This design comes from an exercise in tuning for small area on the open sky130 flow, not from production work. The RTL was checked by simulation tests, not by an equivalence proof against the original design. Power and IR drop assume default switching activity.

==> flow/design.v (excerpt) <==
module pitchcomm_engine (
  input  wire        clk,
  input  wire        rst,         
  input  wire        bus_valid,
  input  wire        bus_write,
  input  wire [7:0]  bus_addr,
  input  wire [3:0]  bus_be,
  input  wire [31:0] bus_wdata,
  output wire [31:0] bus_rdata,
  output wire        bus_fault
);
export LEC_CHECK = 0
export CAP_MARGIN = 20
export CORE_MARGIN = 2
export CORE_UTILIZATION = 60
export SLEW_MARGIN = 20
export SYNTH_HIERARCHICAL = 1
create_clock -name core_clock -period 8.0 [get_ports {clk}]
standard.sh (not shown) runs the stock make flow with config.mk's settings and CLKGATE_MAP_FILE= SYNTH_SCRIPT=/design/flow/synth_recipe.tcl, a recipe that flattens the netlist after the stock synthesis.
==> flow/flow/run.sh <==
#!/bin/bash
# The standard layout (standard.sh, unchanged synthesis), with two changes:
# - the port buffers are the smallest buffer cell (buf_1) instead of the one
#   buffer_ports picks by default;
# - clock tree synthesis uses clkbuf_16 buffers in large sink clusters and
#   inserts no dummy loads.
# standard.sh's full output goes to standard.log; ORFS's per-step logs are in
# orfs/logs/.
set -euo pipefail
export BUFFER_PORTS_ARGS="-buffer_cell sky130_fd_sc_hd__buf_1"
export CTS_ARGS="-sink_clustering_enable -repair_clock_nets -dont_use_dummy_load -buf_list sky130_fd_sc_hd__clkbuf_16 -sink_clustering_size 28 -sink_clustering_max_diameter 80"
bash standard.sh > standard.log 2>&1
Change:
==> flow/flow/run.sh (replaced) <==
#!/bin/bash
# The standard layout (standard.sh, unchanged synthesis), with two changes:
# - the port buffers are the smallest buffer cell (buf_1) instead of the one
#   buffer_ports picks by default;
# - clock tree synthesis uses clkbuf_8 buffers in larger sink clusters and
#   inserts no dummy loads.
# standard.sh's full output goes to standard.log; ORFS's per-step logs are in
# orfs/logs/.
set -euo pipefail
export BUFFER_PORTS_ARGS="-buffer_cell sky130_fd_sc_hd__buf_1"
export CTS_ARGS="-sink_clustering_enable -repair_clock_nets -dont_use_dummy_load -buf_list sky130_fd_sc_hd__clkbuf_8 -sink_clustering_size 16 -sink_clustering_max_diameter 60"
bash standard.sh > standard.log 2>&1
CORE_UTILIZATION = 70   (was 60)
Core utilization increases by 11 points.
Cell count falls by a few percent.
Global-route usage is higher by 7.1 points.
Clock-buffer cell count increases by 6.
Critical path depth went up by 1.
First-iteration DRC count rises by roughly a tenth.
Change:
CORE_UTILIZATION = 78   (was 70)
Outcome: The changed run ran to the end with no violations; register-to-register slack improves by 0.17 ns; synthesized area stays the same; count of clock-buffer cells in the layout fell by 1; worst setup slack degrades by 0.24 ns; sequential share of layout area rose by 0.22 points; sequential cell count does not change; power fell slightly.


pitchcomm_engine, a different RTL version from the one above (not shown whole).
Size: about 260 flip-flops, ~81 I/O pins.
export LEC_CHECK = 0
export CAP_MARGIN = 20
export CORE_MARGIN = 2
export CORE_UTILIZATION = 40
export CTS_BUF_LIST = sky130_fd_sc_hd__clkbuf_4
export SLEW_MARGIN = 20
create_clock -name core_clock -period 8.0 [get_ports {clk}]
run.sh (not shown) runs the stock make flow with config.mk's settings and CLKGATE_MAP_FILE= SYNTH_SCRIPT=/design/flow/synth_recipe.tcl, a recipe that flattens the netlist after the stock synthesis.
Stock flow here: none of the scripts above is used.
Then changed:
Settings changed: CTS_BUF_LIST sky130_fd_sc_hd__clkbuf_4 to unset.
- The changed run produced a clean layout
- routed wire length decreases by about 0.9%
- maximum frequency decreases by 0.66%
- setup slack degrades by 0.048 ns
- area after synthesis does not change
- clock skew decreases by 0.053 ns
- combinational power barely changes


pitchcomm_engine, a different RTL version from the one above (not shown whole).
Size in the first run: roughly 1100 cells after synthesis.
// pitchcomm_engine
module pitchcomm_engine (
  input  wire        clk,
  input  wire        rst,         
  input  wire        bus_valid,
  input  wire        bus_write,
  input  wire [7:0]  bus_addr,
  input  wire [3:0]  bus_be,
  input  wire [31:0] bus_wdata,
  output wire [31:0] bus_rdata,
  output wire        bus_fault
);
  localparam [7:0] MAGIC   = 8'hCC;
  localparam [7:0] VERSION = 8'h01;
  localparam [2:0] S_OK          = 3'd0;
  localparam [2:0] S_BAD_LENGTH  = 3'd1;
  localparam [2:0] S_BAD_MAGIC   = 3'd2;
  localparam [2:0] S_VERSION     = 3'd3;
  localparam [2:0] S_CHECKSUM    = 3'd4;
  localparam [2:0] S_DUPLICATE   = 3'd5;
  localparam [2:0] S_ILLEGAL     = 3'd7;
  genvar g;
  reg [15:0] ck_acc;
  reg [7:0]  txseq;
  reg        tx_ok;                  
  reg [7:0]  txb2, txb3, txb4;       
  reg [63:0] rxb;                    
  reg [31:0] rxlen;
  reg        rx_ok;                  
  reg [7:0]  rx_cmd, rx_code, rx_seq;
  reg [31:0] now;
  reg        valid;                  
  reg [7:0]  last_seq, last_cmd;
  reg [31:0] last_time;
  reg [2:0]  result;
  reg        err;
  wire [5:0] widx = bus_addr[7:2];
  wire rd_map = (widx != 6'd0) && (widx <= 6'd11 || (widx >= 6'd16 && widx <= 6'd31));
  wire wr_map = (widx == 6'd0) || (widx == 6'd8) || (widx == 6'd9) ||
                (widx >= 6'd24 && widx <= 6'd31);
  wire acc_ok = (bus_be == 4'b1111) && (bus_addr[1:0] == 2'b00) &&
                (bus_write ? wr_map : rd_map);
  wire fault_now = bus_valid && !acc_ok;
  wire wr_ok     = bus_valid && bus_write && acc_ok;
  assign bus_fault = fault_now;
  wire we_cmd   = wr_ok && !bus_addr[5];
  wire we_now   = wr_ok && !bus_addr[6] && bus_addr[5] && !bus_addr[2];
  wire we_rxlen = wr_ok && !bus_addr[6] && bus_addr[2];
  wire we_rxbuf = wr_ok && bus_addr[6];
  wire [7:0] op   = bus_wdata[31:24];
  ...
export LEC_CHECK = 0
export CAP_MARGIN = 0
export CORE_MARGIN = 2
export CORE_UTILIZATION = 60
export SLEW_MARGIN = 0
export SYNTH_HIERARCHICAL = 1
create_clock -name core_clock -period 8.0 [get_ports {clk}]
standard.sh (not shown) runs the stock make flow with config.mk's settings and CLKGATE_MAP_FILE= SYNTH_SCRIPT=/design/flow/synth_recipe.tcl, a recipe that flattens the netlist after the stock synthesis.
==> flow/flow/run.sh <==
#!/bin/bash
# The standard layout (standard.sh, unchanged synthesis), with two changes:
# - the port buffers are the smallest buffer cell (buf_1) instead of the one
#   buffer_ports picks by default;
# - clock tree synthesis uses clkbuf_8 buffers in larger sink clusters and
#   inserts no dummy loads.
# standard.sh's full output goes to standard.log; ORFS's per-step logs are in
# orfs/logs/.
set -euo pipefail
export BUFFER_PORTS_ARGS="-buffer_cell sky130_fd_sc_hd__buf_1"
export CTS_ARGS="-sink_clustering_enable -repair_clock_nets -dont_use_dummy_load -buf_list sky130_fd_sc_hd__clkbuf_8 -sink_clustering_size 16 -sink_clustering_max_diameter 60"
bash standard.sh > standard.log 2>&1
==> next run, changes <==
Settings changed: CAP_MARGIN 0 to 20, SLEW_MARGIN 0 to 20.
Result:
- setup slack barely changes
- global-route usage is unchanged
- total power hardly moves
- worst hold slack loses 8.7 ps
- sequential share of layout area barely changes
- flip-flop and latch count does not change
- synthesized area is unchanged
- routed wire length barely changes
- maximum frequency hardly moves
==> next run, changes <==
Settings changed: GPL_TIMING_DRIVEN set to 0.
=> The new run completed with no timing, DRC or antenna violations. Combinational power stays flat. Setup slack loses 940 ps. Count of clock-buffer cells in the layout goes down by 1. Clock skew goes down by 46 ps. Clock power fell by about 3.3%. Design area increases by 0.51%. Global-route usage came out lower by 1.4 points. Die area is unchanged. Routed wire length came out lower by about 5%.
==> next run, changes <==
Settings changed: CORE_UTILIZATION 60 to 40, GPL_TIMING_DRIVEN 0 to unset.
The changed run produced a clean layout; cell area is higher by 1.1%; count of clock-buffer cells in the layout is higher by 6; final cell count is higher by 8.0%; wire length came out higher by 12%; synthesized area stays the same.

static timing again, ports no longer ideal:
How much do the figures lean on ideal ports? The routed layouts below were timed once more, with nothing changed but the port constraints. Step 1 (the two cells are an assumption about what drives the block):
set clk [get_ports {clk}]
set_driving_cell -lib_cell sky130_fd_sc_hd__clkbuf_16 $clk
set_driving_cell -lib_cell sky130_fd_sc_hd__buf_2 [delete_from_list [all_inputs] $clk]
Step 2 times the ports against the registers' clock, not the clock port: input delays grow and output delays shrink by t, the midpoint of the rising clock arrivals with the driver on. Three values: no drivers, after step 1, after step 2; two values: the first two.
run	t, ns	setup slack, ns	hold slack, ns	worst slew at a driven data input, ns
the first run of note 1	0.522	1.097 / 1.074 / 1.074	0.495 / 0.495 / 0.495	0.06
the second run of note 1	0.557	1.048 / 1.027 / 1.027	0.490 / 0.490 / 0.490	0.05
the third run of note 1	0.561	0.811 / 0.785 / 0.739	0.495 / 0.495 / 0.495	0.04
the first run of note 2	0.765	0.754 / 0.732 / 0.732	0.467 / 0.467 / 0.467	0.07
the second run of note 2	0.595	0.706 / 0.684 / 0.684	0.472 / 0.472 / 0.472	0.07
the first run of note 3	0.588	1.293 / 1.269 / 1.269	0.480 / 0.480 / 0.480	0.04
the second run of note 3	0.587	1.294 / 1.271 / 1.271	0.471 / 0.471 / 0.471	0.04
the third run of note 3	0.578	0.352 / 0.287 / -0.137	0.476 / 0.476 / 0.476	0.06
the fourth run of note 3	0.609	1.256 / 1.230 / 1.230	0.473 / 0.473 / 0.473	0.03
Met with ideal ports but missed after step 2: setup timing in the third run of note 3. For the third run of note 3, which loses most, drivers alone change the setup slack by -0.065 ns; drivers and shift together by -0.489 ns.
